This is an optimization exercise on Yosys and OpenROAD, whose aim is small area, a short achievable clock period and few clock cycles, not a production implementation.
Only simulation tests tie the RTL to the original design; equivalence was not proved.
Power is estimated from default activity; no workload was simulated.

==> flow/run.sh <==
#!/bin/bash
set -euo pipefail
bash standard.sh SETUP_SLACK_MARGIN=8 "BUFFER_PORTS_ARGS=-buffer_cell sky130_fd_sc_hd__buf_2" finish > layout_make.log 2>&1
==> standard.sh <==
#!/bin/bash
# synth_recipe.tcl (not shown) runs the flow's synth.tcl, then flattens the netlist and writes it again
# the make line also repeats each setting of config.mk as NAME=value (left out here)
make -C /OpenROAD-flow-scripts/flow DESIGN_CONFIG=/design/flow/config.mk WORK_HOME=/design/flow/orfs CLKGATE_MAP_FILE= SYNTH_SCRIPT=/design/flow/synth_recipe.tcl "${@:-finish}"
==> config.mk <==
export PLATFORM = sky130hd
export DESIGN_NAME = tgui_blit
export DESIGN_NICKNAME = tgui_blit
export VERILOG_FILES = /design/flow/design.v
export SDC_FILE = /design/flow/constraint.sdc
export NUM_CORES = 4
export LEC_CHECK = 0
export ABC_AREA = 1
export CAP_MARGIN = 20
export CORE_MARGIN = 2
export CORE_UTILIZATION = 55
export PLACE_DENSITY = 0.7
export SETUP_SLACK_MARGIN = 5
export SLEW_MARGIN = 20
export TNS_END_PERCENT = 0
==> constraint.sdc <==
create_clock -name core_clock -period 12.0 [get_ports {clk}]
set_input_delay 2.4000 -clock core_clock [delete_from_list [all_inputs] [get_ports {clk}]]
set_output_delay 2.4000 -clock core_clock [all_outputs]
set_load 0.01 [all_outputs]
==> design.v <==
module tgui_blit (
    input             clk,
    input             rst,
    input             cmd_valid,
    input      [7:0]  cmd_code,
    input      [7:0]  cmd_rop,
    input      [15:0] cmd_flags,
    input      [31:0] cmd_fg,
    input      [31:0] cmd_bg,
    input      [15:0] cmd_dst_x,
    input      [15:0] cmd_dst_y,
    input      [15:0] cmd_src_x,
    input      [15:0] cmd_src_y,
    input      [15:0] cmd_size_x,
    input      [15:0] cmd_size_y,
    input      [15:0] cmd_clip_left,
    input      [15:0] cmd_clip_top,
    input      [15:0] cmd_clip_right,
    input      [15:0] cmd_clip_bottom,
    input      [9:0]  cmd_rowoffset,
    input      [1:0]  cmd_bpp,
    input             pat_we,
    input      [5:0]  pat_addr,
    input      [7:0]  pat_data,
    output            busy,
    output            mem_req,
    output            mem_we,
    output     [19:0] mem_addr,
    output     [1:0]  mem_size,
    output     [31:0] mem_wdata,
    input             mem_ready,
    input             mem_rvalid,
    input      [31:0] mem_rdata
);
    localparam F_SRCPAT    = 1;
    localparam F_SRCDISP   = 2;
    localparam F_PATMONO   = 5;
    localparam F_SRCMONO   = 6;
    localparam F_YNEG      = 8;
    localparam F_XNEG      = 9;
    localparam F_YMAJ      = 10;
    localparam F_TRANSENA  = 12;
    localparam F_TRANSREV  = 13;
    localparam F_SOLIDFILL = 14;
    localparam P_IDLE  = 2'd0;
    localparam P_SETUP = 2'd1;
    localparam P_RUN   = 2'd2;
    localparam M_BLT  = 2'd0;    
    localparam M_LINE = 2'd1;    
    localparam M_VEC  = 2'd2;    
    localparam SRC_DISP  = 2'd0;
    localparam SRC_PAT   = 2'd1;    
    localparam SRC_CONST = 2'd2;    
    localparam E_FREE = 3'd0;
    localparam E_WS   = 3'd1;       
    localparam E_ND   = 3'd2;       
    localparam E_WD   = 3'd3;       
    localparam E_NW   = 3'd4;       
    localparam E_OW   = 3'd5;       
    reg [1:0] phase;
    reg [7:0] pat_mem [0:63];
    always @(posedge clk)
        if (pat_we)
            pat_mem[pat_addr] <= pat_data;
    reg [1:0]  mode;
    reg [1:0]  srcm;
    reg        usedst;
    reg        trans_on, transrev, solid, patmono, srcmono;
    reg        xneg, yneg, ymaj, vxen, vyen;
    reg [7:0]  rop_s;
    reg [31:0] fg_s, bg_s;
    reg [1:0]  sh;
    reg        em1, em2;                 
    reg        tr_fg, tr_bg, tr_cst, thz;    
    reg        xz;                       
    reg [15:0] clip_l, clip_t, clip_r, clip_b;
    reg [15:0] x0;
    reg [15:0] k1_s, k2_s;
    reg [19:0] stepA, stepB;
    reg [9:0]  ro_n;
    reg [3:0]  mcnt;
    reg        first_setup;
    reg signed [17:0] dx, dy;
    reg [14:0] xcnt, xrel, ycnt;
    reg signed [31:0] err;
    reg [19:0] dst_a, src_a;        
    reg [1:0]  q_cnt;
    reg        q_hd, q_tl;
    reg [19:0] q_dst0, q_dst1, q_src0, q_src1;
    reg [7:0]  q_pb0, q_pb1;
    reg        q_tr0, q_tr1;
    reg        skip_r, stop_r;
    reg [8:0]  e_st_v;
    reg [59:0] e_dst_v;
    reg [95:0] e_dat_v;
    reg [23:0] e_pb_v;
    reg [1:0] tq0, tq1, tq2;
    reg [1:0] tcnt;
    reg        o_req, o_we;
    reg [1:0]  o_slot;
    reg [19:0] o_addr;
    reg [1:0]  o_size;
    reg [31:0] o_wdata;
    wire [1:0]  in_sh   = (cmd_bpp == 2'd0) ? 2'd0 : (cmd_bpp == 2'd1) ? 2'd1 : 2'd2;
    wire        in_use_src = (((cmd_rop & 8'h33) ^ ((cmd_rop >> 2) & 8'h33)) != 8'h00);
    wire        in_use_dst = (((cmd_rop ^ (cmd_rop >> 1)) & 8'h55) != 8'h00);
    wire        in_line = (cmd_code == 8'h04);
    wire        in_vec  = (cmd_code == 8'h05) || (cmd_code == 8'h06);
    wire [2:0]  in_dir  = cmd_flags[10:8];
    wire        in_xneg = in_vec ? (in_dir == 3'd3 || in_dir == 3'd4 || in_dir == 3'd5) : cmd_flags[F_XNEG];
    wire        in_yneg = in_vec ? (in_dir == 3'd1 || in_dir == 3'd2 || in_dir == 3'd3) : cmd_flags[F_YNEG];
    wire        in_vxen = !in_vec || !(in_dir == 3'd2 || in_dir == 3'd6);
    wire        in_vyen = !in_vec || !(in_dir == 3'd0 || in_dir == 3'd4);
    wire [19:0] in_xb   = {17'd0, in_sh == 2'd2, in_sh == 2'd1, in_sh == 2'd0};
    wire [19:0] in_xdb  = in_xneg ? (20'd0 - in_xb) : in_xb;
    wire [19:0] in_ro8  = {7'd0, cmd_rowoffset, 3'd0};
    wire [19:0] in_yb   = in_yneg ? (20'd0 - in_ro8) : in_ro8;
    wire [14:0] in_szx  = cmd_size_x[15] ? 15'd0 : cmd_size_x[14:0];
    wire [14:0] in_szy  = cmd_size_y[15] ? 15'd0 : cmd_size_y[14:0];
    wire [19:0] in_xrs  = {5'd0, in_szx} << in_sh;
    wire [19:0] in_q2   = in_vec ? (in_vxen ? in_xdb : 20'd0) : (in_xrs ^ {20{!in_xneg}});
    wire [31:0] in_em   = (in_sh == 2'd0) ? 32'h000000ff : (in_sh == 2'd1) ? 32'h0000ffff : 32'hffffffff;
    wire [31:0] in_tcol = cmd_flags[F_TRANSREV] ? cmd_fg : cmd_bg;
    wire        in_trfg = (((cmd_fg ^ in_tcol) & in_em) == 32'd0);
    wire        in_trbg = (((cmd_bg ^ in_tcol) & in_em) == 32'd0);
    wire        in_tz   = ((in_tcol & in_em) == 32'd0);
    wire        in_thz  = ((in_tcol[31:8] & in_em[31:8]) == 24'd0);
    wire [9:0] ro_a = (cmd_rowoffset[9:2] == 8'd0) ? {cmd_rowoffset[1:0], 8'd0} : cmd_rowoffset;
    wire [3:0] sh_a = (cmd_rowoffset[9:2] == 8'd0) ? 4'd8 : 4'd0;
    wire [9:0] ro_b = (ro_a[9:6] == 4'd0) ? {ro_a[5:0], 4'd0} : ro_a;
    wire [3:0] sh_b = sh_a + ((ro_a[9:6] == 4'd0) ? 4'd4 : 4'd0);
    wire [9:0] ro_c = (ro_b[9:8] == 2'd0) ? {ro_b[7:0], 2'd0} : ro_b;
    wire [3:0] sh_c = sh_b + ((ro_b[9:8] == 2'd0) ? 4'd2 : 4'd0);
    wire [9:0] ro_d = (ro_c[9] == 1'b0) ? {ro_c[8:0], 1'b0} : ro_c;
    wire [3:0] sh_d = sh_c + ((ro_c[9] == 1'b0) ? 4'd1 : 4'd0);
    wire [3:0] in_mcnt = (cmd_rowoffset == 10'd0) ? 4'd0 : (4'd10 - sh_d);
    function [31:0] mix;
        input [7:0]  rop;
        input [31:0] d, p, s;
        integer i;
        begin
            for (i = 0; i < 32; i = i + 1)
                mix[i] = rop[{p[i], s[i], d[i]}];
        end
    endfunction
    wire [31:0] emask = {{16{em2}}, {8{em1}}, 8'hff};
    function [31:0] patv;
        input [7:0] pb;
        input       sol, mono;
        input [31:0] fg, bg;
        begin
            patv = sol ? fg : mono ? (pb[0] ? fg : bg) : {24'd0, pb};
        end
    endfunction
    wire [31:0] sconst   = srcmono ? bg_s : 32'd0;
    wire [31:0] tcol_m   = (transrev ? fg_s : bg_s) & emask;
    wire        need_rd  = (srcm == SRC_DISP) || usedst;
    wire        running  = (phase == P_RUN);
    wire        row_end = xz;
    wire [2:0]  pat_px   = dx[2:0];
    wire [2:0]  pat_py   = dy[2:0];
    wire [7:0]  pat_byte = pat_mem[{pat_py, patmono ? 3'd0 : pat_px}];
    wire [7:0]  pb_cur   = patmono ? {7'd0, pat_byte[3'd7 - pat_px]} : pat_byte;
    wire [7:0]  tcol8    = transrev ? fg_s[7:0] : bg_s[7:0];
    wire        pat_tr   = solid ? tr_fg : patmono ? (pb_cur[0] ? tr_fg : tr_bg) : (thz && (pat_byte == tcol8));
    wire signed [17:0] cl18 = {{2{clip_l[15]}}, clip_l};
    wire signed [17:0] cr18 = {{2{clip_r[15]}}, clip_r};
    wire signed [17:0] ct18 = {{2{clip_t[15]}}, clip_t};
    wire signed [17:0] cb18 = {{2{clip_b[15]}}, clip_b};
    wire x_lo      = (dx < cl18);
    wire x_hi      = (dx > cr18);
    wire y_lo      = (dy < ct18);
    wire y_hi      = (dy > cb18);
    wire clip_ok   = !x_lo && !x_hi && !y_lo && !y_hi;
    wire far_y     = (y_hi && (!yneg || !vyen)) || (y_lo && (yneg || !vyen));
    wire far_x     = (x_hi && (!xneg || !vxen)) || (x_lo && (xneg || !vxen));
    wire w_stop    = far_y || ((mode != M_BLT) && far_x);
    wire w_skip    = (mode == M_BLT) && !row_end && (y_lo || y_hi || far_x);
    wire stop_now  = stop_r;
    wire skip_now  = skip_r && !row_end;
    wire trans_cur = trans_on && (srcm != SRC_DISP) && ((srcm == SRC_PAT) ? pat_tr : tr_cst);
    reg  [2:0] e_val, e_nw, e_nd, e_hz;
    integer j;
    always @* begin
        for (j = 0; j < 3; j = j + 1) begin
            e_val[j] = (e_st_v[3*j +: 3] != E_FREE);
            e_nw[j]  = (e_st_v[3*j +: 3] == E_NW);
            e_nd[j]  = (e_st_v[3*j +: 3] == E_ND);
            e_hz[j]  = e_val[j] && !((e_st_v[3*j +: 3] == E_OW) && mem_ready) &&
                       ((e_dst_v[20*j +: 20] == p_dst) ||
                        ((srcm == SRC_DISP) && (e_dst_v[20*j +: 20] == p_src)));
        end
    end
    wire       any_free  = !(&e_val);
    wire [1:0] free_i    = !e_val[0] ? 2'd0 : !e_val[1] ? 2'd1 : 2'd2;
    wire [1:0] nw_i      = e_nw[0] ? 2'd0 : e_nw[1] ? 2'd1 : 2'd2;
    wire [1:0] nd_i      = e_nd[0] ? 2'd0 : e_nd[1] ? 2'd1 : 2'd2;
    wire       p_val     = (q_cnt != 2'd0);
    wire [19:0] p_dst    = q_hd ? q_dst1 : q_dst0;
    wire [19:0] p_src    = q_hd ? q_src1 : q_src0;
    wire [7:0]  p_pb     = q_hd ? q_pb1  : q_pb0;
    wire        p_tr     = q_hd ? q_tr1  : q_tr0;
    wire       p_ok      = p_val && !p_tr && any_free && !(|e_hz);
    wire        rv     = mem_rvalid && (tcnt != 2'd0);
    wire [1:0]  rt     = tq0;
    wire [2:0]  rt_st  = e_st_v[3*rt +: 3];
    wire        rt_ws  = (rt_st == E_WS);
    wire [31:0] rdm    = mem_rdata & emask;
    wire        rt_tr  = trans_on && (rdm == tcol_m);
    wire        rv_w   = rv && (rt_ws ? !usedst : 1'b1);
    wire        rv_d   = rv && rt_ws && usedst;
    wire        rv_sq  = rt_ws && rt_tr;
    wire [7:0]  m_pb   = need_rd ? e_pb_v[8*rt +: 8] : p_pb;
    wire [31:0] m_p    = patv(m_pb, solid, patmono, fg_s, bg_s);
    wire [31:0] m_s    = (srcm == SRC_DISP) ? (rt_ws ? rdm : e_dat_v[32*rt +: 32]) :
                         (srcm == SRC_PAT)  ? m_p : sconst;
    wire [31:0] m_out  = mix(rop_s, rdm, m_p, m_s) & emask;
    wire hold     = o_req && !mem_ready;
    wire sel_rvw  = !hold && rv_w;
    wire sel_nw   = !hold && !rv_w && (|e_nw);
    wire sel_rvd  = !hold && !rv_w && !(|e_nw) && rv_d;
    wire sel_nd   = !hold && !rv_w && !(|e_nw) && !rv_d && (|e_nd);
    wire sel_p    = !hold && !rv_w && !(|e_nw) && !rv_d && !(|e_nd) && p_ok && need_rd;
    wire alloc_w  = p_ok && !need_rd;           
    wire p_take   = sel_p || alloc_w;
    wire p_pop    = p_take || (p_val && p_tr);   
    wire adv      = running && !stop_now && !skip_now && (q_cnt != 2'd2);
    wire p_load   = adv && clip_ok;
    assign mem_req   = o_req;
    assign mem_we    = o_we;
    assign mem_addr  = o_addr;
    assign mem_size  = o_size;
    assign mem_wdata = o_wdata;
    reg        busy_r;
    assign busy = busy_r;
    wire taken    = o_req && mem_ready;
    wire rd_taken = taken && !o_we;
    wire        err_ge  = !err[31];
    wire        last    = (mode == M_BLT) ? (row_end && ycnt == 15'd0) : (ycnt == 15'd0);
    wire        use_b   = (mode == M_BLT) ? row_end : (mode == M_LINE) ? err_ge : 1'b1;
    wire        mvx     = (mode == M_LINE) ? (err_ge || !ymaj) : vxen;
    wire        mvy     = (mode == M_LINE) ? (err_ge || ymaj)  : vyen;
    wire signed [17:0] dx_n = dx + (xneg ? -18'sd1 : 18'sd1);
    wire signed [17:0] dy_n = dy + (yneg ? -18'sd1 : 18'sd1);
    wire        setup_fin = (mcnt == 4'd0);
    wire [19:0] y8   = {dy[16:0], 3'd0};
    wire [19:0] sy8  = {k1_s[15], k1_s, 3'd0};
    wire [19:0] xs   = {{2{dx[17]}}, dx} << sh;
    wire [19:0] sxs  = {{4{k2_s[15]}}, k2_s} << sh;
    wire [19:0] xcs  = {5'd0, xcnt} << sh;
    wire        s_inv = skip_now && xneg;
    wire [19:0] stp  = skip_now ? (xcs ^ {20{xneg}}) : use_b ? stepB : stepA;
    wire [19:0] da_a = running ? dst_a : setup_fin ? dst_a : {dst_a[18:0], 1'b0};
    wire [19:0] da_b = running ? stp   : setup_fin ? xs    : (ro_n[9] ? y8 : 20'd0);
    wire [19:0] sa_a = running ? src_a : setup_fin ? src_a : {src_a[18:0], 1'b0};
    wire [19:0] sa_b = running ? stp   : setup_fin ? sxs   : (ro_n[9] ? sy8 : 20'd0);
    wire [19:0] da_n = da_a + da_b + {19'd0, running && s_inv};
    wire [19:0] sa_n = sa_a + sa_b + {19'd0, running && s_inv};
    wire [19:0] xdb  = xneg ? (20'd0 - {17'd0, sh == 2'd2, sh == 2'd1, sh == 2'd0})
                            : {17'd0, sh == 2'd2, sh == 2'd1, sh == 2'd0};
    wire        q2_inv = (mode == M_BLT) && !xneg;
    wire [19:0] q2   = (mode == M_LINE) ? xdb : err[19:0];
    reg [8:0] e_st_n;
    integer k;
    always @* begin
        e_st_n = e_st_v;
        for (k = 0; k < 3; k = k + 1) begin
            if (taken && o_we && o_slot == k)
                e_st_n[3*k +: 3] = E_FREE;
            if (sel_nw && nw_i == k)
                e_st_n[3*k +: 3] = E_OW;
            if (sel_nd && nd_i == k)
                e_st_n[3*k +: 3] = E_WD;
            if (rv && rt == k) begin
                if (rt_ws)
                    e_st_n[3*k +: 3] = rt_tr ? E_FREE : sel_rvw ? E_OW : sel_rvd ? E_WD :
                                       usedst ? E_ND : E_NW;
                else
                    e_st_n[3*k +: 3] = sel_rvw ? E_OW : E_NW;
            end
            if (p_take && free_i == k)
                e_st_n[3*k +: 3] = (srcm == SRC_DISP) ? E_WS : usedst ? E_WD : E_NW;
        end
    end
    wire in_start = ((cmd_code == 8'h01) && (cmd_flags[F_SRCDISP] || cmd_flags[F_SRCPAT] || !in_use_src)) ||
                    (cmd_code == 8'h03) || in_line || in_vec;
    wire [1:0] q_cnt_n = q_cnt + (p_load ? 2'd1 : 2'd0) - (p_pop ? 2'd1 : 2'd0);
    wire walk_n = (phase == P_IDLE)  ? (cmd_valid && !busy && in_start) :
                  (phase == P_RUN)   ? !(stop_now || (!skip_now && adv && last)) : 1'b1;
    wire busy_n = walk_n || (q_cnt_n != 2'd0) || (e_st_n != 9'd0);
    integer i;
    always @(posedge clk) begin
        if (rst) begin
            phase  <= P_IDLE;
            e_st_v <= 9'd0;
            busy_r <= 1'b0;
            tcnt   <= 2'd0;
            q_cnt  <= 2'd0;
            q_hd   <= 1'b0;
            q_tl   <= 1'b0;
            o_req  <= 1'b0;
        end else begin
            if (rv) begin
                tq0 <= tq1;
                tq1 <= tq2;
            end
            if (rd_taken) begin
                case (tcnt - (rv ? 2'd1 : 2'd0))
                2'd0: tq0 <= o_slot;
                2'd1: tq1 <= o_slot;
                default: tq2 <= o_slot;
                endcase
            end
            tcnt <= tcnt + (rd_taken ? 2'd1 : 2'd0) - (rv ? 2'd1 : 2'd0);
            if (!hold) begin
                o_wdata <= sel_rvw ? m_out : e_dat_v[32*nw_i +: 32];
                o_req <= ((sel_rvw || sel_rvd) && !rv_sq) || sel_nw || sel_nd || sel_p;
                o_we  <= sel_rvw || sel_nw;
                if (sel_rvw || sel_rvd) begin
                    o_slot <= rt;
                    o_addr <= e_dst_v[20*rt +: 20];
                end else if (sel_nw) begin
                    o_slot <= nw_i;
                    o_addr <= e_dst_v[20*nw_i +: 20];
                end else if (sel_nd) begin
                    o_slot <= nd_i;
                    o_addr <= e_dst_v[20*nd_i +: 20];
                end else begin
                    o_slot <= free_i;
                    o_addr <= (srcm == SRC_DISP) ? p_src : p_dst;
                end
            end
            e_st_v <= e_st_n;
            busy_r <= busy_n;
            for (i = 0; i < 3; i = i + 1) begin
                if (rv && rt == i)
                    e_dat_v[32*i +: 32] <= (rt_ws && usedst) ? rdm : m_out;
                if (p_take && free_i == i) begin
                    e_dst_v[20*i +: 20] <= p_dst;
                    e_pb_v[8*i +: 8]    <= p_pb;
                    e_dat_v[32*i +: 32] <= m_out;
                end
            end
            if (adv) begin
                if (q_tl) begin
                    q_dst1 <= dst_a;
                    q_src1 <= src_a;
                    q_pb1  <= pb_cur;
                    q_tr1  <= trans_cur;
                end else begin
                    q_dst0 <= dst_a;
                    q_src0 <= src_a;
                    q_pb0  <= pb_cur;
                    q_tr0  <= trans_cur;
                end
            end
            if (p_load)
                q_tl <= !q_tl;
            if (p_pop)
                q_hd <= !q_hd;
            q_cnt <= q_cnt_n;
            case (phase)
            P_IDLE: begin
                if (cmd_valid && !busy) begin
                    rop_s    <= cmd_rop;
                    fg_s     <= cmd_fg;
                    bg_s     <= cmd_bg;
                    sh       <= in_sh;
                    o_size   <= in_sh;
                    em1      <= (in_sh != 2'd0);
                    em2      <= (in_sh == 2'd2);
                    tr_fg    <= in_trfg;
                    tr_bg    <= in_trbg;
                    tr_cst   <= cmd_flags[F_SRCMONO] ? in_trbg : in_tz;
                    thz      <= in_thz;
                    xz       <= (in_szx == 15'd0);
                    clip_l   <= cmd_clip_left;
                    clip_t   <= cmd_clip_top;
                    clip_r   <= cmd_clip_right;
                    clip_b   <= cmd_clip_bottom;
                    x0       <= cmd_dst_x;
                    dx       <= {{2{cmd_dst_x[15]}}, cmd_dst_x};
                    dy       <= {{2{cmd_dst_y[15]}}, cmd_dst_y};
                    k1_s     <= cmd_src_y;
                    k2_s     <= cmd_src_x;
                    err      <= in_line ? {{16{cmd_size_x[15]}}, cmd_size_x} : {12'd0, in_q2};
                    xrel     <= in_szx;
                    xcnt     <= in_szx;
                    ycnt     <= (cmd_code == 8'h03) ? 15'd0 : in_szy;
                    usedst   <= in_use_dst;
                    transrev <= cmd_flags[F_TRANSREV];
                    srcmono  <= cmd_flags[F_SRCMONO];
                    patmono  <= cmd_flags[F_PATMONO] && !(in_line || in_vec);
                    solid    <= cmd_flags[F_SOLIDFILL] || in_line || in_vec;
                    trans_on <= (cmd_code == 8'h01) && cmd_flags[F_TRANSENA];
                    xneg     <= in_xneg;
                    yneg     <= in_yneg;
                    ymaj     <= cmd_flags[F_YMAJ];
                    vxen     <= in_vxen;
                    vyen     <= in_vyen;
                    stepA    <= (in_line && cmd_flags[F_YMAJ]) ? in_yb : in_xdb;
                    stepB    <= in_vyen ? in_yb : 20'd0;
                    ro_n     <= ro_d;
                    mcnt     <= in_mcnt;
                    first_setup <= 1'b1;
                    skip_r   <= 1'b0;
                    stop_r   <= 1'b0;
                    dst_a    <= 20'd0;
                    src_a    <= 20'd0;
                    mode     <= in_line ? M_LINE : in_vec ? M_VEC : M_BLT;
                    srcm     <= SRC_PAT;
                    case (cmd_code)
                    8'h01: begin
                        if (cmd_flags[F_SRCDISP]) begin
                            srcm  <= SRC_DISP;
                            phase <= P_SETUP;
                        end else if (cmd_flags[F_SRCPAT]) begin
                            phase <= P_SETUP;
                        end else if (!in_use_src) begin
                            srcm  <= SRC_CONST;
                            phase <= P_SETUP;
                        end
                    end
                    8'h03: begin
                        if (cmd_flags[F_SRCDISP] || !cmd_flags[F_SRCPAT])
                            srcm <= SRC_DISP;
                        phase <= P_SETUP;
                    end
                    8'h04, 8'h05, 8'h06:
                        phase <= P_SETUP;
                    default: ;
                    endcase
                end
            end
            P_SETUP: begin
                first_setup <= 1'b0;
                if (first_setup)
                    stepB <= stepB + q2 + {19'd0, q2_inv};
                dst_a <= da_n;
                src_a <= sa_n;
                ro_n  <= {ro_n[8:0], 1'b0};
                mcnt  <= mcnt - 4'd1;
                if (setup_fin)
                    phase <= P_RUN;
            end
            P_RUN: begin
                if (stop_now)
                    phase <= P_IDLE;
                else if (skip_now) begin
                    dst_a  <= da_n;
                    src_a  <= sa_n;
                    xcnt   <= 15'd0;
                    xz     <= 1'b1;
                    skip_r <= 1'b0;
                end else if (adv) begin
                    skip_r <= w_skip;
                    stop_r <= w_stop;
                    dst_a <= da_n;
                    src_a <= sa_n;
                    if (mode == M_BLT) begin
                        xcnt <= row_end ? xrel : xcnt - 15'd1;
                        xz   <= row_end ? (xrel == 15'd0) : (xcnt == 15'd1);
                        if (row_end) begin
                            dx   <= {{2{x0[15]}}, x0};
                            dy   <= dy_n;
                            ycnt <= ycnt - 15'd1;
                        end else
                            dx <= dx_n;
                    end else begin
                        ycnt <= ycnt - 15'd1;
                        if (mvx) dx <= dx_n;
                        if (mvy) dy <= dy_n;
                        if (mode == M_LINE)
                            err <= err + (err_ge ? {{16{k2_s[15]}}, k2_s} : {{16{k1_s[15]}}, k1_s});
                    end
                    if (last)
                        phase <= P_IDLE;
                end
            end
            default: ;
            endcase
        end
    end
endmodule
==> results.sh, run 1 <==
export IMPL_status="complete, no violations"
export IMPL_syn_inst=8508
export IMPL_wirelength_mm=244.5
export IMPL_die_x_um=370.8
export IMPL_r2r_start="patmono"
export IMPL_finalSetupTns_ns=0
export IMPL_detail_route_antenna_nets=0
export IMPL_final_core_util_pct=62.87
export IMPL_dieArea_mm2=0.1375
export IMPL_die_y_um=370.8
export IMPL_synth_nets=9039
export IMPL_synth_seq_area_share_pct=51.73
export IMPL_fin_area_mm2=0.08391
export IMPL_gp_congestion=0.9687
export IMPL_grt_overflow=0
export IMPL_core_area_mm2=0.1335
export IMPL_drive_gt1_share_pct=11.80
export IMPL_worst_pin_slew_ns=1.141
export IMPL_layout_min_cycle_time_ns=4.361
export IMPL_cp_end_kind="flip-flop"
export IMPL_cp_required_ns=12.55
export IMPL_fmax_ghz=0.2293
export IMPL_hold_viol=0
export IMPL_critical_path_arrival_ns=4.91
export IMPL_slew_violations=0
export IMPL_cts_sinks=1281
export IMPL_nNetsFinal=9348
export IMPL_mostFrequentLayoutCells="2086 x nand2_1, 1262 x edfxtp_1, 1000 x inv_1, 733 x o21ai_0, 529 x nand3_1"
export IMPL_finalWorstSetupSlack_ns=7.639
export IMPL_synth_ff_type="edfxtp_1"
export IMPL_critical_path_max_fanout=48
export IMPL_antenna_found_initial=22
export IMPL_synth_edf_count=1262
export IMPL_clockRootBuffer="clkbuf_16"
export IMPL_synth_yosys_warnings=1
export IMPL_dr_pass1_iters=8
export IMPL_ctsHtreeMaxLevel=4
export IMPL_initial_core_util_pct=55.44
export IMPL_p_leak_nw=34.93
export IMPL_max_slew_margin_pct=23.92
export IMPL_hold_start="dst_a[18]"
export IMPL_reg2reg_slack_ns=7.64
export IMPL_placed_area_mm2=0.07745
export IMPL_hp_class="flip-flop to flip-flop"
export IMPL_period_share_pct=36.35
export IMPL_reg2reg_to="q_tr0"
export IMPL_irDropWorstVdd_mv=0.1453
export IMPL_cts_buffer_depth=3
export IMPL_p_per_area_mw_per_mm2=180.3
export IMPL_ff2ff_path_depth=18
export IMPL_synth_cell_types=69
export IMPL_clkLatencyLatePin_ns=0.78
export IMPL_path_class="flip-flop to flip-flop"
export IMPL_synth_avg_cell_area_um2=8.697
export IMPL_std_cell_rows=134
export IMPL_cts_buffers=143
export IMPL_ys_ff_latch=1281
export IMPL_drc=0
export IMPL_maxCapViolCount=0
export IMPL_start_kind="flip-flop"
export IMPL_synthesis_area_mm2=0.07399
export IMPL_cts_clk_slew_worst_paths_ns=0.06
export IMPL_grtUsageTotal_pct=34.75
export IMPL_holdPathStages=0
export IMPL_skew_ns=0.03453
export IMPL_rsz0062_at_grt="true"
export IMPL_post_drt_wl_per_cell_um=22.85
export IMPL_vias_per_cell=6.014
export IMPL_async_reset_ff_share_pct=0
export IMPL_io_buffers=370
export IMPL_grt_max_degree=124
export IMPL_drtIter0Drc=8214
export IMPL_place_hpwl_mm=166.6
export IMPL_grt_pass1_vias=59070
export IMPL_hold_end="q_dst1[18]"
export IMPL_mostFrequentLayoutCell="nand2_1"
export IMPL_cts_tree="yes"
export IMPL_pin_count=377
export IMPL_pre_cts_ws_ns=5.649
export IMPL_syn_to_final_growth_pct=13.40
export IMPL_vias=64359
export IMPL_setup_violations=0
export IMPL_grt_pass1_wl_mm=360.7
worst max-delay path by stage:
stage                     startpoint         to  depth (start not counted)
after floorplan                  rst    bg_s[0]                          2
after global placement       srcm[1]     busy_r                         27
after detailed placement     err[31]  dst_a[18]                         24
after CTS                 mem_rvalid     busy_r                         21
after global routing         mcnt[0]  src_a[18]                         30
final                        patmono      q_tr0                         18
critical path: stages, from the launching register on:
cell and delay, ns:
edfxtp_1 0.33, buf_4 0.31, clkinvlp_4 0.31, nand2_8 0.28, buf_12 0.29, buf_8 0.36, o211ai_1 0.15, nand3_1 0.15
nand3_1 0.09, nand3_1 0.13, nand3_1 0.32, nand2_1 0.22, xor2_1 0.18, nand3_1 0.09, nor2_1 0.09, nand3_1 0.08
a21oi_1 0.15, nand2_1 0.12, a21oi_1 0.37
kinds of logic after synthesis:
group           synth area share (%)
xor+xnor                       2.651
compound gates                 15.11
mux                           0.1759
simple gates                   19.11
fa+ha+maj                      3.659
buf+inv                        7.562
flops                          51.73
cell type report:
type	count	area, um2
diodes	3	7.507
well taps	1768	2212
clock buffers	172	3707
flip-flops and latches	1281	38280
repair inverters	7	35.03
repair buffers	557	3686
multi-input cells	5777	30950
fillers	11181	49550
inverters	1050	4080
clock inverters	86	957.2
registers in the layout, indices dropped and copies added (netlist names), 18 cells and up:
signal and flops:
dy 18, bg_s 32, o_addr 20, dx 18
q_dst1 20, q_src1 20, q_dst0 20, dst_a 20
e_dat_v 96, stepB 20, pat_mem 512, e_pb_v 24
q_src0 20, o_wdata 32, fg_s 32, err 32
e_dst_v 60, src_a 20
Yosys cell counts (19+ instances only):
master | n | share of area, %
nand2_1 | 2107 | 11
edfxtp_1 | 1262 | 51
inv_1 | 1018 | 5.2
o21ai_0 | 752 | 5.1
nand3_1 | 535 | 3.6
a21oi_1 | 492 | 3.3
nor2_1 | 487 | 2.5
clkbuf_1 | 286 | 1.5
ha_1 | 202 | 3.4
o211ai_1 | 199 | 2.0
xor2_1 | 173 | 2.0
o22ai_1 | 82 | 0.69
o21ai_1 | 78 | 0.53
nor3_1 | 75 | 0.51
buf_2 | 67 | 0.45
o221ai_1 | 66 | 0.78
or2_2 | 62 | 0.52
nand4_1 | 57 | 0.48
xnor2_1 | 51 | 0.60
a31oi_1 | 41 | 0.35
buf_1 | 40 | 0.20
nor4_1 | 35 | 0.30
a211oi_1 | 29 | 0.29
o21a_1 | 27 | 0.27
clkinv_1 | 20 | 0.10
dfxtp_1 | 19 | 0.51
repair_timing:
action	in CTS	in global routing
hold buffers	0	0
gates cloned	18	1
setup endpoints to repair	861	707
pin swaps	35	10
setup buffers	64	3
gates resized for setup	219	37
through the flow:
| stage | std cells | power [mW] | hold WS, ns |
|---|---|---|---|
| floorplan | 8508 | 8.803 | 0.4450 |
| global placement | 10354 | 10.29 | 0.4702 |
| detailed placement | 10354 | 10.38 | 0.4812 |
| CTS | 10694 | 14.99 | 0.5003 |
| global route | 10698 | 15.80 | 0.5208 |
| finish | 10701 | 15.13 | 0.5001 |
power by group:
part / leakage, nW / switching, mW / internal (mW)
registers: 11.7 / 0.210 / 5.48
logic: 21.0 / 3.50 / 1.54
clock network: 2.26 / 1.89 / 2.51
routing by layer:
layer  vias up  track usage (%)  wire [um]
li1      29909                -          -
met1     30180            48.87      99010
met2      3660            52.78     107300
met3       576            7.546      28080
met4        34            13.17       9905
met5         -                0        197
Testbench counts, summed over its fixed seeds: cycles 298,733.
==> run 2: changes to the inputs <==
--- a/config.mk
+++ b/config.mk
@@ -8,8 +8,7 @@
 export ABC_AREA = 1
 export CAP_MARGIN = 20
 export CORE_MARGIN = 2
-export CORE_UTILIZATION = 55
-export PLACE_DENSITY = 0.7
+export CORE_UTILIZATION = 65
+export PLACE_DENSITY = 0.8
 export SETUP_SLACK_MARGIN = 5
 export SLEW_MARGIN = 20
-export TNS_END_PERCENT = 0
==> run 2 against run 1 <==
  * Routed wire length increased by 6.1%
  * Cell area increased by 3.4%
  * Total power increased by 3.7%
  * Combinational power increased by 12%
  * Sequential power about the same
  * Die area decreased by 15%
  * Clock power decreased by 1%
  * Flip-flop and latch count unchanged
==> results.sh, run 2 <==
export IMPL_status="complete, no violations"
export IMPL_cts_buffers=139
export IMPL_nNetsFinal=9523
export IMPL_r2r_start="e_st_v[0]"
export IMPL_largest_reg_flops=512
export IMPL_drtIter0Drc=10709
export IMPL_synthesis_area_mm2=0.07399
export IMPL_max_slew_margin_pct=14.99
export IMPL_period_share_pct=36.84
export IMPL_fin_area_mm2=0.08675
export IMPL_p_per_area_mw_per_mm2=180.8
export IMPL_grt_pass1_wl_mm=372.5
export IMPL_synth_edf_count=1262
export IMPL_dieArea_mm2=0.1166
export IMPL_crit_top_cell="buf_4"
export IMPL_use_met2_pct=63.61
export IMPL_mostFrequentLayoutCell="nand2_1"
export IMPL_dp_cells=10075
export IMPL_die_x_um=341.4
export IMPL_synth_common_cells="2107 x nand2_1, 1262 x edfxtp_1, 1018 x inv_1, 752 x o21ai_0, 535 x nand3_1"
export IMPL_max_flop_register="pat_mem"
export IMPL_io_buffers=370
export IMPL_post_drt_wl_per_cell_um=24.47
export IMPL_final_core_util_pct=77.01
export IMPL_p_leak_nw=36.14
export IMPL_critical_path_max_fanout=40
export IMPL_grt_util_met3_pct=11.94
export IMPL_fmax_ghz=0.2262
export IMPL_worst_pin_slew_ns=1.272
export IMPL_clkLatencyLatePin_ns=0.79
export IMPL_ff2ff_path_depth=10
export IMPL_synth_seq_area_share_pct=51.73
export IMPL_wirelength_mm=259.6
export IMPL_intPower_mw=9.713
export IMPL_yosysTopAreaCellShare_pct=51.21
export IMPL_start_kind="flip-flop"
export IMPL_irDropWorstVdd_mv=0.1672
export IMPL_slew_violations=0
export IMPL_pin_count=377
export IMPL_synth_nets=9039
export IMPL_vias_per_cell=6.501
export IMPL_synth_most_common_cell="nand2_1"
export IMPL_cts_clk_slew_worst_paths_ns=0.06
export IMPL_syn_to_final_growth_pct=17.24
export IMPL_yosys_area_top_type="edfxtp_1"
export IMPL_layout_min_cycle_time_ns=4.421
export IMPL_power_share_clock_pct=27.7
export IMPL_setup_violations=0
export IMPL_drive_gt1_share_pct=14.91
export IMPL_path_class="flip-flop to flip-flop"
export IMPL_p_sw_share_pct=38.09
export IMPL_vias=68952
export IMPL_finalSetupTns_ns=0
export IMPL_grtUsageTotal_pct=42.12
export IMPL_gp_congestion=1.030
export IMPL_synthTopCellsByArea="edfxtp_1 51%, nand2_1 11%, inv_1 5.2%, o21ai_0 5.1%, nand3_1 3.6%"
export IMPL_cp_num_cells=10
export IMPL_cts_buffer_depth=3
export IMPL_largestRegisters="pat_mem: 512 flops, e_dat_v: 96 flops, e_dst_v: 60 flops"
export IMPL_slowest_stage="nor2_4"
export IMPL_cts_sinks=1281
export IMPL_reg2reg_to="o_addr[7]"
export IMPL_grt_busiest_layer="met2"
export IMPL_die_y_um=341.4
export IMPL_detail_route_antenna_nets=0
export IMPL_cts_tree="yes"
export IMPL_critPathMaxStageDelay_ns=1.13
export IMPL_dr_pass1_iters=13
export IMPL_p_seq_share_pct=36.2
export IMPL_mostFrequentLayoutCells="2062 x nand2_1, 1262 x edfxtp_1, 982 x inv_1, 713 x o21ai_0, 511 x nand3_1"
export IMPL_crit_family="buffers and inverters"
export IMPL_grt_max_degree=86
export IMPL_cp_end_kind="flip-flop"
export IMPL_core_area_mm2=0.1127
export IMPL_cts_hold_buffers=0
export IMPL_placed_area_mm2=0.07705
export IMPL_fin_hold_ws_ns=0.5036
export IMPL_antenna_found_initial=23
export IMPL_skew_ns=0.05098
export IMPL_synth_ff_type="edfxtp_1"
export IMPL_ys_ff_latch=1281
export IMPL_async_reset_ff_share_pct=0
export IMPL_synth_avg_cell_area_um2=8.697
export IMPL_critical_path_arrival_ns=4.97
export IMPL_crit_chain="nor2_1, nand2_1, buf_4, inv_1, nor2_4, clkinv_1, buf_4, o22ai_1, o311ai_0, o21ai_0"
export IMPL_grt_overflow=0
export IMPL_place_hpwl_mm=161.2
export IMPL_pre_cts_ws_ns=5.516
export IMPL_synth_cell_types=69
export IMPL_std_cell_rows=123
export IMPL_synth_yosys_warnings=1
export IMPL_instances_no_fill=10606
export IMPL_cp_required_ns=12.55
export IMPL_met1_usage_pct=55.33
export IMPL_initial_core_util_pct=65.68
export IMPL_grt_pass1_vias=62820
export IMPL_p_sw_mw=5.976
export IMPL_crit_buf_inv=4
export IMPL_hp_class="flip-flop to flip-flop"
export IMPL_syn_inst=8508
export IMPL_rsz0062_at_grt="true"
export IMPL_drc=0
export IMPL_hold_viol=0
export IMPL_maxCapViolCount=0
export IMPL_reg2reg_slack_ns=7.58
export IMPL_finalWorstSetupSlack_ns=7.579
export IMPL_combPwrFrac_pct=36.1
export IMPL_cp_startpoint="e_st_v[0]"
export IMPL_p_total_mw=15.69
export IMPL_crit_end="o_addr[7]"
export IMPL_ctsHtreeMaxLevel=4
export IMPL_clockRootBuffer="clkbuf_16"
## run 2: cell counts after synthesis
No cell type changed its count.
## run 2: cell type report
cell class,instances,area (um2)
Antenna cell,9,22.52
Fill cell,7441,25900
Timing Repair inverter,12,83.83
Clock inverter,78,935.9
Clock buffer,168,3608
Inverter,1050,4136
Multi-Input combinational cell,5784,32090
Tap cell,1500,1877
Timing Repair Buffer,724,5718
Sequential cell,1281,38280
## run 2: routing by layer
metal	vias up	share of wire [%]	wire (um)
li1	30284	-	-
met1	31754	34	89330
met2	5626	43	112800
met3	1258	15	38950
met4	30	7.0	18290
met5	-	0.089	230
## run 2: worst min path at each step
stage          slack [ns]  cells past startpoint          to  startpoint
5_1_grt              0.51                      0  q_dst1[19]   dst_a[19]
3_3_place_gp         0.46                      0  q_dst1[19]   dst_a[19]
4_1_cts              0.50                      0  q_src1[19]   src_a[19]
2_1_floorplan        0.45                      0   q_dst0[0]    dst_a[0]
6_report             0.50                      0  q_dst0[18]   dst_a[18]
3_5_place_dp         0.47                      0  q_src1[19]   src_a[19]
## run 2: logic make-up (layout without fill, tap and decap cells)
group | Yosys count | after routing | synth area share [%]
buffers and inverters | 1453 | 2032 | 7.562
other | 0 | 9 | 0
AND/OR/NAND/NOR | 3408 | 3418 | 19.11
AO/OA/AOI/OAI | 1918 | 1918 | 15.11
flip-flops | 1281 | 1281 | 51.73
adder cells (fa/ha/maj) | 211 | 211 | 3.659
XOR/XNOR | 224 | 224 | 2.651
multiplexers | 13 | 13 | 0.1759
## run 2: worst register-to-register path, cell delays in order (launching register included)
cell and delay, ns:
dfxtp_1 0.37, nor2_1 0.08, nand2_1 0.19, buf_4 0.62, inv_1 0.61, nor2_4 1.13
clkinv_1 0.18, buf_4 0.34, o22ai_1 0.29, o311ai_0 0.15, o21ai_0 0.23
## run 2: power groups by stage
| stage | logic [mW] | clock network [mW] | registers [mW] |
|---|---|---|---|
| floorplan | 3.08 | 0 | 5.75 |
| global placement | 4.43 | 0 | 5.77 |
| detailed placement | 4.55 | 0 | 5.78 |
| CTS | 5.12 | 4.31 | 5.67 |
| global route | 5.98 | 4.50 | 5.71 |
| finish | 5.66 | 4.35 | 5.68 |
## run 2: timing repair
action | 4_1_cts | 5_1_grt
gates cloned | 37 | 10
pin swaps | 82 | 109
resized for setup | 346 | 241
setup buffers | 137 | 92
endpoints found under the setup margin | 889 | 628
==> run 3: changes to the inputs <==
==> flow/run.sh (replaced) <==
#!/bin/bash
set -euo pipefail
bash standard.sh SETUP_SLACK_MARGIN=8 finish > layout_make.log 2>&1
--- a/config.mk
+++ b/config.mk
@@ -8,7 +8,7 @@
 export ABC_AREA = 1
 export CAP_MARGIN = 20
 export CORE_MARGIN = 2
-export CORE_UTILIZATION = 65
-export PLACE_DENSITY = 0.8
+export CORE_UTILIZATION = 55
+export PLACE_DENSITY = 0.7
 export SETUP_SLACK_MARGIN = 5
 export SLEW_MARGIN = 20
==> run 3 against run 2 <==
  * Cell count rose by 2.8%
  * First-iteration DRC count fell by 10%
  * Sequential share of layout area fell by 1.4 points
  * Die area rose by 18%
  * Register-to-register slack improved by 0.21 ns
  * Synthesized cell count did not move
  * Global-route usage fell by 6.5 points
==> results.sh, run 3 <==
export IMPL_synth_seq_area_share_pct=51.73
export IMPL_max_flop_register="pat_mem"
export IMPL_synth_avg_cell_area_um2=8.697
export IMPL_synth_nets=9039
export IMPL_highest_layer="met5"
export IMPL_cts_buffers=142
export IMPL_synth_edf_count=1262
export IMPL_synth_yosys_warnings=1
export IMPL_cts_buffer_depth=3
export IMPL_slew_violations=0
export IMPL_max_slew_margin_pct=19.44
export IMPL_cts_tree="yes"
export IMPL_hold_viol=0
export IMPL_grt_pass1_wl_mm=370.2
export IMPL_io_buffers=370
export IMPL_hp_class="flip-flop to flip-flop"
export IMPL_path_class="flip-flop to primary output"
export IMPL_met2WireLength_mm=112.0
export IMPL_p_leak_nw=36.61
export IMPL_largestRegisters="pat_mem: 512 flops, e_dat_v: 96 flops, e_dst_v: 60 flops"
export IMPL_period_share_pct=35.44
export IMPL_setup_violations=0
export IMPL_drive_gt1_share_pct=12.55
export IMPL_yosys_area_top_type="edfxtp_1"
export IMPL_grt_overflow=0
export IMPL_antenna_found_initial=13
export IMPL_dr_pass1_iters=8
export IMPL_crit_buf_inv=1
export IMPL_synth_common_cells="2107 x nand2_1, 1262 x edfxtp_1, 1018 x inv_1, 752 x o21ai_0, 535 x nand3_1"
export IMPL_grt_max_degree=121
export IMPL_grtUsageTotal_pct=35.61
export IMPL_ctsHtreeMaxLevel=4
export IMPL_die_x_um=370.8
export IMPL_detail_route_antenna_nets=0
export IMPL_crit_family="buffers and inverters"
export IMPL_vias=66553
export IMPL_post_drt_wl_per_cell_um=23.57
export IMPL_dr_wl_met3_mm=32.08
export IMPL_synthTopCellsByArea="edfxtp_1 51%, nand2_1 11%, inv_1 5.2%, o21ai_0 5.1%, nand3_1 3.6%"
export IMPL_instances_no_fill=10906
export IMPL_dieArea_mm2=0.1375
export IMPL_yosysTopAreaCellShare_pct=51.21
export IMPL_worst_pin_slew_ns=1.208
export IMPL_met1_length_mm=99.14
export IMPL_start_kind="flip-flop"
export IMPL_syn_to_final_growth_pct=21.02
export IMPL_slowest_stage="clkdlybuf4s50_1"
export IMPL_p_per_area_mw_per_mm2=175.9
export IMPL_p_total_mw=15.76
export IMPL_status="complete, no violations"
export IMPL_finalSetupTns_ns=0
export IMPL_dp_cells=10343
export IMPL_cts_clk_slew_worst_paths_ns=0.06
export IMPL_pin_count=377
export IMPL_syn_inst=8508
export IMPL_largest_reg_flops=512
export IMPL_drtIter0Drc=9605
export IMPL_irDropWorstVdd_mv=0.1408
export IMPL_synth_ff_type="edfxtp_1"
export IMPL_std_cell_rows=134
export IMPL_fmax_ghz=0.2351
export IMPL_gp_congestion=1.019
export IMPL_synthesis_area_mm2=0.07399
export IMPL_vias_per_cell=6.102
export IMPL_initial_core_util_pct=55.44
export IMPL_cts_hold_buffers=0
export IMPL_critical_path_max_fanout=2
export IMPL_rsz0062_at_grt="true"
export IMPL_mostFrequentLayoutCell="nand2_1"
export IMPL_mostFrequentLayoutCells="2039 x nand2_1, 1262 x edfxtp_1, 975 x inv_1, 689 x o21ai_0, 505 x nand3_1"
export IMPL_place_hpwl_mm=164.7
export IMPL_wirelength_mm=257.0
export IMPL_core_area_mm2=0.1335
export IMPL_clockRootBuffer="clkbuf_16"
export IMPL_critical_path_arrival_ns=1.85
export IMPL_drc=0
export IMPL_skew_ns=0.03816
export IMPL_nNetsFinal=9555
export IMPL_maxCapViolCount=0
export IMPL_ys_ff_latch=1281
export IMPL_critPathMaxStageDelay_ns=0.59
export IMPL_cts_sinks=1281
export IMPL_synth_most_common_cell="nand2_1"
export IMPL_async_reset_ff_share_pct=0
export IMPL_clkLatencyLatePin_ns=0.81
export IMPL_cp_required_ns=9.60
export IMPL_cp_end_kind="primary output"
export IMPL_synth_cell_types=69
export IMPL_layout_min_cycle_time_ns=4.253
export IMPL_grt_pass1_vias=60673
export IMPL_die_y_um=370.8
export IMPL_crit_chain="clkdlybuf4s50_1"
==> run 3: cell counts after synthesis <==
Identical to the previous run, type by type.
==> run 3: what timing repair did <==
item / CTS / global route
pin swaps: 99 / 133
endpoints found under the setup margin: 1432 / 901
resized for setup: 470 / 366
cloned: 29 / 18
buffers inserted: 162 / 96
==> run 3: where the power goes <==
part / total, mW / leakage [nW] / internal (mW) / switching [mW]
logic: 5.70 / 22.7 / 1.88 / 3.82
registers: 5.69 / 11.7 / 5.48 / 0.214
clock network: 4.36 / 2.22 / 2.46 / 1.90
total: 15.8 / 36.6 / 9.82 / 5.94
==> run 3: area by class of cell <==
| class | count | area, um2 |
|---|---|---|
| repair inverters | 9 | 61.31 |
| flip-flops and latches | 1281 | 38280 |
| repair buffers | 754 | 7752 |
| clock buffers | 169 | 3697 |
| diodes | 4 | 10.01 |
| inverters | 1050 | 4105 |
| clock inverters | 85 | 902.1 |
| multi-input cells | 5786 | 32530 |
| fillers | 10562 | 43910 |
| well taps | 1768 | 2212 |
==> run 3: final timing paths <==
| check | slack (ns) | depth (start not counted) | endpoint | startpoint |
|---|---|---|---|---|
| setup / recovery | 7.75 | 1 | busy | busy_r |
| hold / removal | 0.48 | 0 | q_dst0[18] | dst_a[18] |
| setup reg to reg | 7.79 | 24 | busy_r | q_hd |
| hold reg to reg | 0.48 | 0 | q_dst0[18] | dst_a[18] |
==> run 3: logic make-up (layout without fill, tap and decap cells) <==
family / count (synthesis) / in the layout / share of synthesized area (%)
DFF: 1281 / 1281 / 51.73
AOI/OAI and AO/OA: 1918 / 1919 / 15.11
adders and majority gates: 211 / 211 / 3.659
xor gates and xnor gates: 224 / 224 / 2.651
muxes: 13 / 13 / 0.1759
buffers and inverters: 1453 / 2067 / 7.562
other: 0 / 4 / 0
and+or+nand+nor: 3408 / 3419 / 19.11
==> run 3: stage by stage <==
stage	area [um2]	hold WS [ns]	worst slack, ns	utilization (%)
final	89550	0.4756	7.747	67.10
after global routing	89540	0.4968	7.606	67.09
after detailed placement	79280	0.4599	5.645	59.40
after CTS	87220	0.4739	7.615	65.35
after floorplan	74150	0.4450	3.433	-
after global placement	79210	0.4574	5.785	59.36
==> run 3: routing by layer <==
layer / global-route usage (%) / vias up
li1: - / 30351
met1: 49.19 / 31275
met2: 53.35 / 4132
met3: 8.667 / 777
met4: 15.80 / 18
met5: 0 / -
==> run 4: changes to the inputs <==
==> flow/run.sh (replaced) <==
#!/bin/bash
set -euo pipefail
bash standard.sh SETUP_SLACK_MARGIN=9 "BUFFER_PORTS_ARGS=-buffer_cell sky130_fd_sc_hd__buf_2" finish > layout_make.log 2>&1
--- a/config.mk
+++ b/config.mk
@@ -12,3 +12,4 @@
 export PLACE_DENSITY = 0.7
 export SETUP_SLACK_MARGIN = 5
 export SLEW_MARGIN = 20
+export TNS_END_PERCENT = 0
==> run 4 against run 3 <==
  * Maximum frequency fell by 2.5%
  * Via count fell by 3.3%
  * Cell count fell by 1.9%
  * Hold slack improved by 0.025 ns
  * Clock power rose by 0.9%
  * Area after synthesis did not move
  * Cell area fell by 6.3%
  * Synthesized cell count did not move
  * Count of clock-buffer cells in the layout rose by 3
  * Register-to-register slack got worse by 0.15 ns
  * Die area did not move
  * Largest cell class unchanged
  * Largest power group is now registers
==> results.sh, run 4 <==
export IMPL_status="complete, no violations"
export IMPL_final_core_util_pct=62.87
export IMPL_period_share_pct=36.35
export IMPL_io_buffers=370
export IMPL_largest_reg_flops=512
export IMPL_critical_path_max_fanout=48
export IMPL_synth_nets=9039
export IMPL_drtIter0Drc=8214
export IMPL_grtUsageTotal_pct=34.75
export IMPL_std_cell_rows=134
export IMPL_yosys_area_top_type="edfxtp_1"
export IMPL_mostFrequentLayoutCell="nand2_1"
export IMPL_cp_startpoint="patmono"
export IMPL_synth_edf_count=1262
export IMPL_max_flop_register="pat_mem"
export IMPL_nNetsFinal=9348
export IMPL_reg2reg_slack_ns=7.64
export IMPL_crit_top_cell="nand3_1"
export IMPL_p_per_area_mw_per_mm2=180.3
export IMPL_grt_pass1_vias=59070
export IMPL_synth_ff_type="edfxtp_1"
export IMPL_synthTopCellsByArea="edfxtp_1 51%, nand2_1 11%, inv_1 5.2%, o21ai_0 5.1%, nand3_1 3.6%"
export IMPL_crit_buf_inv=4
export IMPL_crit_family="simple AND/OR/NAND/NOR gates"
export IMPL_core_area_mm2=0.1335
export IMPL_pin_count=377
export IMPL_p_leak_nw=34.93
export IMPL_cp_required_ns=12.55
export IMPL_synth_common_cells="2107 x nand2_1, 1262 x edfxtp_1, 1018 x inv_1, 752 x o21ai_0, 535 x nand3_1"
export IMPL_crit_chain="buf_4, clkinvlp_4, nand2_8, buf_12, buf_8, o211ai_1, nand3_1, nand3_1, nand3_1, nand3_1, nand2_1, xor2_1, nand3_1, nor2_1, nand3_1, a21oi_1, nand2_1, a21oi_1"
export IMPL_rsz0062_at_grt="true"
export IMPL_vias=64359
export IMPL_syn_inst=8508
export IMPL_grt_max_degree=124
export IMPL_ys_ff_latch=1281
export IMPL_syn_to_final_growth_pct=13.40
export IMPL_synth_avg_cell_area_um2=8.697
export IMPL_cts_sinks=1281
export IMPL_critPathMaxStageDelay_ns=0.37
export IMPL_slew_violations=0
export IMPL_post_drt_wl_per_cell_um=22.85
export IMPL_r2r_start="patmono"
export IMPL_layout_min_cycle_time_ns=4.361
export IMPL_maxCapViolCount=0
export IMPL_ff2ff_path_depth=18
export IMPL_die_y_um=370.8
export IMPL_cts_buffer_depth=3
export IMPL_drive_gt1_share_pct=11.80
export IMPL_hold_viol=0
export IMPL_initial_core_util_pct=55.44
export IMPL_worst_pin_slew_ns=1.141
export IMPL_die_x_um=370.8
export IMPL_placed_area_mm2=0.07745
export IMPL_mostFrequentLayoutCells="2086 x nand2_1, 1262 x edfxtp_1, 1000 x inv_1, 733 x o21ai_0, 529 x nand3_1"
export IMPL_clkLatencyLatePin_ns=0.78
export IMPL_dr_pass1_iters=8
export IMPL_largestRegisters="pat_mem: 512 flops, e_dat_v: 96 flops, e_dst_v: 60 flops"
export IMPL_clockRootBuffer="clkbuf_16"
export IMPL_gp_congestion=0.9687
export IMPL_wirelength_mm=244.5
export IMPL_max_slew_margin_pct=23.92
export IMPL_path_class="flip-flop to flip-flop"
export IMPL_setup_violations=0
export IMPL_hp_class="flip-flop to flip-flop"
export IMPL_synth_cell_types=69
export IMPL_synthesis_area_mm2=0.07399
export IMPL_fin_area_mm2=0.08391
export IMPL_cp_num_cells=18
export IMPL_cts_clk_slew_worst_paths_ns=0.06
export IMPL_synth_seq_area_share_pct=51.73
export IMPL_synth_most_common_cell="nand2_1"
export IMPL_async_reset_ff_share_pct=0
export IMPL_crit_end="q_tr0"
export IMPL_fillers=11181
export IMPL_slowest_stage="a21oi_1"
export IMPL_vias_per_cell=6.014
export IMPL_skew_ns=0.03453
export IMPL_antenna_found_initial=22
export IMPL_finalSetupTns_ns=0
export IMPL_reg2reg_to="q_tr0"
export IMPL_synth_yosys_warnings=1
export IMPL_irDropWorstVdd_mv=0.1453
export IMPL_place_hpwl_mm=166.6
export IMPL_start_kind="flip-flop"
export IMPL_drc=0
export IMPL_cts_hold_buffers=0
export IMPL_grt_pass1_wl_mm=360.7
export IMPL_yosysTopAreaCellShare_pct=51.21
export IMPL_grt_overflow=0
export IMPL_ctsHtreeMaxLevel=4
export IMPL_detail_route_antenna_nets=0
export IMPL_cts_tree="yes"
export IMPL_fmax_ghz=0.2293
export IMPL_critical_path_arrival_ns=4.91
export IMPL_dieArea_mm2=0.1375
export IMPL_cp_end_kind="flip-flop"
export IMPL_cts_buffers=143
==> run 4: cell counts after synthesis <==
Identical to the previous run, type by type.
==> run 4: cell families after synthesis <==
group	share of synthesized area, %
DFF	51.73
xor gates and xnor gates	2.651
buffers and inverters	7.562
muxes	0.1759
adders and majority gates	3.659
AOI/OAI and AO/OA	15.11
and+or+nand+nor	19.11
==> run 4: worst min path at each step <==
stage                   start    endpoint  slack, ns  depth (start not counted)
floorplan            dst_a[0]   q_dst0[0]       0.45                          0
detailed placement  dst_a[18]  q_dst1[18]       0.48                          0
global route         src_a[7]   q_src0[7]       0.52                          0
CTS                 dst_a[18]  q_dst1[18]       0.50                          0
finish              dst_a[18]  q_dst1[18]       0.50                          0
global placement    dst_a[18]  q_dst1[18]       0.47                          0
==> run 4: layer usage <==
layer | up-vias | global-route usage, % | part of all wire (%)
met5 | - | 0 | 0.081
met4 | 34 | 13.17 | 4.1
met3 | 576 | 7.546 | 11
met2 | 3660 | 52.78 | 44
met1 | 30180 | 48.87 | 40
li1 | 29909 | - | -
==> run 4: per-stage QoR <==
step	worst slack (ns)	hold slack (ns)	instances	total power, mW
finish	7.639	0.5001	10701	15.13
global route	7.420	0.5208	10698	15.80
CTS	7.760	0.5003	10694	14.99
detailed placement	5.649	0.4812	10354	10.38
global placement	5.754	0.4702	10354	10.29
floorplan	3.433	0.4450	8508	8.803
==> run 4: layout make-up <==
class | count | area, um2 | share of cell area [%]
antenna | 3 | 7.507 | 0.008947
multi-input combinational | 5777 | 30950 | 36.88
sequential | 1281 | 38280 | 45.62
inverter | 1050 | 4080 | 4.863
timing repair buffer | 557 | 3686 | 4.393
timing repair inverter | 7 | 35.03 | 0.04175
clock buffer | 172 | 3707 | 4.418
clock inverter | 86 | 957.2 | 1.141
tap | 1768 | 2212 | 2.636
==> run 4: where the power goes <==
part | total (mW) | switching, mW | internal (mW) | leakage, nW
Sequential | 5.69 | 0.210 | 5.48 | 11.7
Combinational | 5.04 | 3.50 | 1.54 | 21.0
Clock | 4.40 | 1.89 | 2.51 | 2.26
==> run 4: what timing repair did <==
item,in CTS,in global routing
setup buffers,64,3
pin swaps,35,10
gates resized for setup,219,37
endpoints found under the setup margin,1630,1646
cloned,18,1
==> run 4: worst register-to-register path, cell delays in order (launching register included) <==
cell        delay [ns]
edfxtp_1          0.33
buf_4             0.31
clkinvlp_4        0.33
nand2_8           0.28
buf_12            0.31
buf_8             0.40
o211ai_1          0.18
nand3_1           0.15
nand3_1           0.09
nand3_1           0.13
nand3_1           0.32
nand2_1           0.22
xor2_1            0.18
nand3_1           0.09
nor2_1            0.09
nand3_1           0.08
a21oi_1           0.15
nand2_1           0.12
a21oi_1           0.37

[separate check: timing with driven ports]
The flow's constraints put no driver on any port. The routed layouts listed below were extracted and timed again, unchanged, in two steps.
Step 1 assumes that a clkbuf_16 drives the clock port and a buf_2 every other input.
Step 2 also shifts input and output timing later by t, the mid clock arrival at the registers, as if the neighbouring blocks saw the same clock.
Slacks: no drivers / after step 1 / after step 2; pairs: no drivers / after step 1.
run	shift t [ns]	setup slack, ns	hold slack, ns
run 1	0.857	7.639 / 7.639 / 6.833	0.500 / 0.500 / 0.500
run 2	0.846	7.579 / 7.579 / 6.909	0.504 / 0.504 / 0.504
run 3	0.871	7.747 / 7.661 / 6.937	0.476 / 0.476 / 0.476
run 4	0.857	7.639 / 7.639 / 6.833	0.500 / 0.500 / 0.500
After both steps setup and hold are still met in every run listed. For run 3, which loses most, drivers alone change the setup slack by -0.086 ns; drivers and shift together by -0.810 ns.
